This design comes from an exercise in tuning for small area, a short achievable clock period and few clock cycles per item on the open sky130 flow, not from production work.
In this exercise RTL edits were held to simulation tests only and were not proved equivalent to the original.
Power and IR drop assume default switching activity.

Setup of run A:
==> flow/design.v <==
module ibc_rescale (
    input  wire [7:0] c,         
    input  wire [2:0] ob_m1,     
    input  wire [7:0] nb_mask,   
    input  wire [2:0] r,         
    output wire [7:0] q          
);
    wire [7:0] hi_mask = 8'hFE << ob_m1;
    wire       over    = |(c & hi_mask);
    function [14:0] stream(input [7:0] v, input [2:0] o);
        case (o)
            3'd0: stream = {15{v[0]}};
            3'd1: stream = {{7{v[1:0]}}, v[1]};
            3'd2: stream = {5{v[2:0]}};
            3'd3: stream = {{3{v[3:0]}}, v[3:1]};
            3'd4: stream = {{3{v[4:0]}}};
            3'd5: stream = {{2{v[5:0]}}, v[5:3]};
            3'd6: stream = {{2{v[6:0]}}, v[6]};
            default: stream = {v[7:0], v[7:1]};
        endcase
    endfunction
    wire [14:0] ws = stream(c, ob_m1);
    wire [7:0] b = ws[14:7];                     
    wire [14:0] sh = ws << r;
    wire [7:0] a = sh[14:7];                     
    function ge7(input [6:0] x, input [6:0] y);
        integer k;
        begin
            ge7 = 1'b1;
            for (k = 0; k < 7; k = k + 1)
                ge7 = (x[k] & ~y[k]) | (~(x[k] ^ y[k]) & ge7);
        end
    endfunction
    wire ge = ge7(a[6:0], b[6:0]);
    wire up = a[7] & ~b[7] & ge;
    wire dn = ~a[7] & b[7] & ~ge;
    function [7:0] step(input [7:0] v, input [7:0] m, input u, input d);
        integer k;
        reg run;
        begin
            run = u | d;
            for (k = 0; k < 8; k = k + 1) begin
                step[k] = v[k] ^ run;
                run     = run & ((v[k] ^ d) | ~m[k]);
            end
        end
    endfunction
    assign q = step(b, nb_mask, up, dn) | {8{over}};
endmodule
module ibc_pal_pack (
    input  wire        clk,
    input  wire        rst,           
    input  wire        in_valid,
    output wire        in_ready,
    input  wire [7:0]  in_r,
    input  wire [7:0]  in_g,
    input  wire [7:0]  in_b,
    input  wire [7:0]  in_a,
    input  wire [2:0]  in_bpc_m1,     
    input  wire [2:0]  in_bits_m1,    
    input  wire        in_alpha,      
    output reg         out_valid,
    input  wire        out_ready,
    output reg  [31:0] out_value
);
    reg        e_valid;
    reg  [7:0] e_f0, e_f1, e_f2, e_f3;
    reg  [2:0] e_ob_m1, e_nb_m1;
    wire [7:0] nb_mask = ~(8'h7F >> e_nb_m1);
    function [2:0] nb_mod_ob(input [2:0] ob_m1, input [2:0] nb_m1);
        integer o, m;
        begin
            nb_mod_ob = 3'd0;
            for (o = 0; o < 8; o = o + 1)
                for (m = 0; m < 8; m = m + 1)
                    if (ob_m1 == o && nb_m1 == m)
                        nb_mod_ob = (m + 1) % (o + 1);
        end
    endfunction
    wire [2:0] r = nb_mod_ob(e_ob_m1, e_nb_m1);
    wire [31:0] f;                   
    ibc_rescale u_f0 (.c(e_f0), .ob_m1(e_ob_m1), .nb_mask(nb_mask), .r(r), .q(f[31:24]));
    ibc_rescale u_f1 (.c(e_f1), .ob_m1(e_ob_m1), .nb_mask(nb_mask), .r(r), .q(f[23:16]));
    ibc_rescale u_f2 (.c(e_f2), .ob_m1(e_ob_m1), .nb_mask(nb_mask), .r(r), .q(f[15:8]));
    ibc_rescale u_f3 (.c(e_f3), .ob_m1(e_ob_m1), .nb_mask(nb_mask), .r(r), .q(f[7:0]));
    wire [31:0] pk [1:8];
    genvar gn, gi;
    generate
        for (gn = 1; gn <= 8; gn = gn + 1) begin : g_nb
            for (gi = 0; gi < 32; gi = gi + 1) begin : g_bit
                if (gi < 4 * gn)
                    assign pk[gn][gi] = f[8 * (gi / gn) + 8 - gn + (gi % gn)];
                else
                    assign pk[gn][gi] = 1'b0;
            end
        end
    endgenerate
    wire [31:0] pack_v =
        {32{e_nb_m1 == 3'd0}} & pk[1] |
        {32{e_nb_m1 == 3'd1}} & pk[2] |
        {32{e_nb_m1 == 3'd2}} & pk[3] |
        {32{e_nb_m1 == 3'd3}} & pk[4] |
        {32{e_nb_m1 == 3'd4}} & pk[5] |
        {32{e_nb_m1 == 3'd5}} & pk[6] |
        {32{e_nb_m1 == 3'd6}} & pk[7] |
        {32{e_nb_m1 == 3'd7}} & pk[8];
    reg         skid_valid;
    reg  [31:0] skid_value;
    reg  ready;
    assign in_ready = ready;
    wire take = !(e_valid && skid_valid);
    wire out_free = !out_valid || out_ready;
    always @(posedge clk) begin
        if (rst) begin
            ready      <= 1'b1;
            e_valid    <= 1'b0;
            out_valid  <= 1'b0;
            skid_valid <= 1'b0;
        end else begin
            if (take)
                ready <= !(in_valid && !out_free && (skid_valid || e_valid));
            else
                ready <= out_free;
            if (take)
                e_valid <= in_valid;
            else if (out_free)
                e_valid <= 1'b0;     
            if (out_free) begin
                out_valid  <= skid_valid || e_valid;
                skid_valid <= skid_valid && e_valid;
            end else begin
                skid_valid <= skid_valid || e_valid;
            end
        end
        if (take) begin
            e_f0    <= in_alpha ? in_r : 8'd0;
            e_f1    <= in_alpha ? in_g : in_r;
            e_f2    <= in_alpha ? in_b : in_g;
            e_f3    <= in_alpha ? in_a : in_b;
            e_ob_m1 <= in_bpc_m1;
            e_nb_m1 <= in_bits_m1;
        end
        if (out_free)
            out_value <= skid_valid ? skid_value : pack_v;
        if (!skid_valid || out_free)
            skid_value <= pack_v;
    end
endmodule
clock: 48.0 ns
lec_check: 0
abc_area: 1
cap_margin: 20
core_margin: 2
core_utilization: 50
cts_buf_list: sky130_fd_sc_hd__clkbuf_8
place_density: 0.65
slew_margin: 20
standard.sh (not shown) runs the stock make flow with config.mk's settings and CLKGATE_MAP_FILE= SYNTH_SCRIPT=/design/flow/synth_recipe.tcl, a recipe that flattens the netlist after the stock synthesis.
==> flow/flow/run.sh <==
#!/bin/bash
# Own layout flow: the standard flow (standard.sh), with these changes in how the
# layout is made:
#  - synthesis maps the logic with an area-oriented ABC script (flow/abc_area.script,
#    used through ABC_AREA=1 from a copy of ORFS's scripts folder) and leaves adders to
#    ABC (no ADDER_MAP_FILE); everything else in the synthesis, and so every register
#    and its name and cell type, is the standard synthesis's;
#  - the resizer's timing repair aims for extra setup slack (SETUP_SLACK_MARGIN), so it
#    speeds up the paths from the input ports and to the output ports;
#  - every input and output port still gets a buffer, but a plain buf_1 in place of the
#    delay cell buffer_ports picks by default; the resizer sizes it up where timing needs.
# Each tool's output goes to a log file of its own in the work folder.
set -euo pipefail
W=$(pwd)
rm -rf "$W/scripts_local"
cp -r "$FLOW_HOME/scripts" "$W/scripts_local"
cp "$W/flow/abc_area.script" "$W/scripts_local/abc_area.script"

bash standard.sh SCRIPTS_DIR="$W/scripts_local" ADDER_MAP_FILE= synth > "$W/synth.log" 2>&1
bash standard.sh SETUP_SLACK_MARGIN="${MARGIN:-37.5}" \
    BUFFER_PORTS_ARGS="-buffer_cell sky130_fd_sc_hd__buf_1" finish > "$W/layout.log" 2>&1
test -s "$W/out/final.def"
==> flow/flow/abc_area.script <==
strash
&get -n
&fraig -x
&put
scorr
dc2
strash
&get -n
&deepsyn -T 300
&put
dch -f
amap
Testbench counts of run A, summed over its fixed seeds: cycles 16,016, items 16,000.
What run B does differently from run A at the input level:
diff --git a/flow/design.v b/flow/design.v
--- a/flow/design.v
+++ b/flow/design.v
@@ -129,20 +129,22 @@
                 out_valid  <= skid_valid || e_valid;
                 skid_valid <= skid_valid && e_valid;
             end else begin
                 skid_valid <= skid_valid || e_valid;
             end
         end
+        e_f0    <= {8{take &&  in_alpha}} & in_r | {8{!take}} & e_f0;
+        e_f1    <= {8{take &&  in_alpha}} & in_g | {8{take && !in_alpha}} & in_r | {8{!take}} & e_f1;
+        e_f2    <= {8{take &&  in_alpha}} & in_b | {8{take && !in_alpha}} & in_g | {8{!take}} & e_f2;
+        e_f3    <= {8{take &&  in_alpha}} & in_a | {8{take && !in_alpha}} & in_b | {8{!take}} & e_f3;
         if (take) begin
-            e_f0    <= in_alpha ? in_r : 8'd0;
-            e_f1    <= in_alpha ? in_g : in_r;
-            e_f2    <= in_alpha ? in_b : in_g;
-            e_f3    <= in_alpha ? in_a : in_b;
             e_ob_m1 <= in_bpc_m1;
             e_nb_m1 <= in_bits_m1;
         end
-        if (out_free)
-            out_value <= skid_valid ? skid_value : pack_v;
-        if (!skid_valid || out_free)
-            skid_value <= pack_v;
+        out_value  <= {32{out_free && skid_valid}}  & skid_value |
+                      {32{out_free && !skid_valid}} & pack_v     |
+                      {32{!out_free}}               & out_value;
+        skid_value <= {32{!skid_valid}}            & pack_v |
+                      {32{out_free}}               & pack_v |
+                      {32{skid_valid && !out_free}} & skid_value;
     end
 endmodule
[summary]
Summary: with run A as the reference, number of nets in the finished design in run B moved up by more than 10%.
Between run B and run A, the number of CTS-inserted buffers figures differ only marginally.
Simple-gate portion of the synthesized area: higher on run B
Diff run A -> run B: buffer count from post-CTS setup fixing moved up, worst setup slack increased 0.059 ns, sequential cell power went down by about 10%, total track usage higher, global-route wire length before repair rose by about 10%.
Diff run B..run A | combinational group power | negligible
On final standard cell area without fillers, the lower figure sits with run B, not run A.
When the final numbers for run B and run A were put side by side, the gate count after technology mapping turned out to be greater in run B.
In the final design statistics, run B uses more standard cells in total than run A.
Testbench counts of run B, summed over its fixed seeds: cycles 16,016, items 16,000.

==> afterwards: timing with drivers on the ports <==
No port has a modelled driver above. Below, the same layouts with a new extraction and two added sets of constraints. Step 1 (the two cells are an assumption about what drives the block):
set clk [get_ports {clk}]
set_driving_cell -lib_cell sky130_fd_sc_hd__clkbuf_16 $clk
set_driving_cell -lib_cell sky130_fd_sc_hd__buf_2 [delete_from_list [all_inputs] $clk]
Step 2 moves the port delays by t, midway between the first and last clock arrival at a register: inputs arrive t later, outputs are due t later. That takes back most of the time a late clock gives input paths. a / b / c = ideal / step 1 / step 2; a / b = the first two.
run | t, ns | setup slack, ns | hold slack, ns | latest minus earliest clock arrival (ns) | worst register clock-pin slew, ns
run A | 0.433 | 37.468 / 37.424 / 37.274 | 0.527 / 0.527 / 0.527 | 0.022 / 0.022 | 0.12 / 0.12
run B | 0.428 | 37.527 / 37.488 / 37.192 | 0.457 / 0.457 / 0.457 | 0.013 / 0.013 | 0.12 / 0.12
After both steps setup and hold are still met in every run listed. For run B, which loses most, drivers alone change the setup slack by -0.039 ns; drivers and shift together by -0.335 ns.
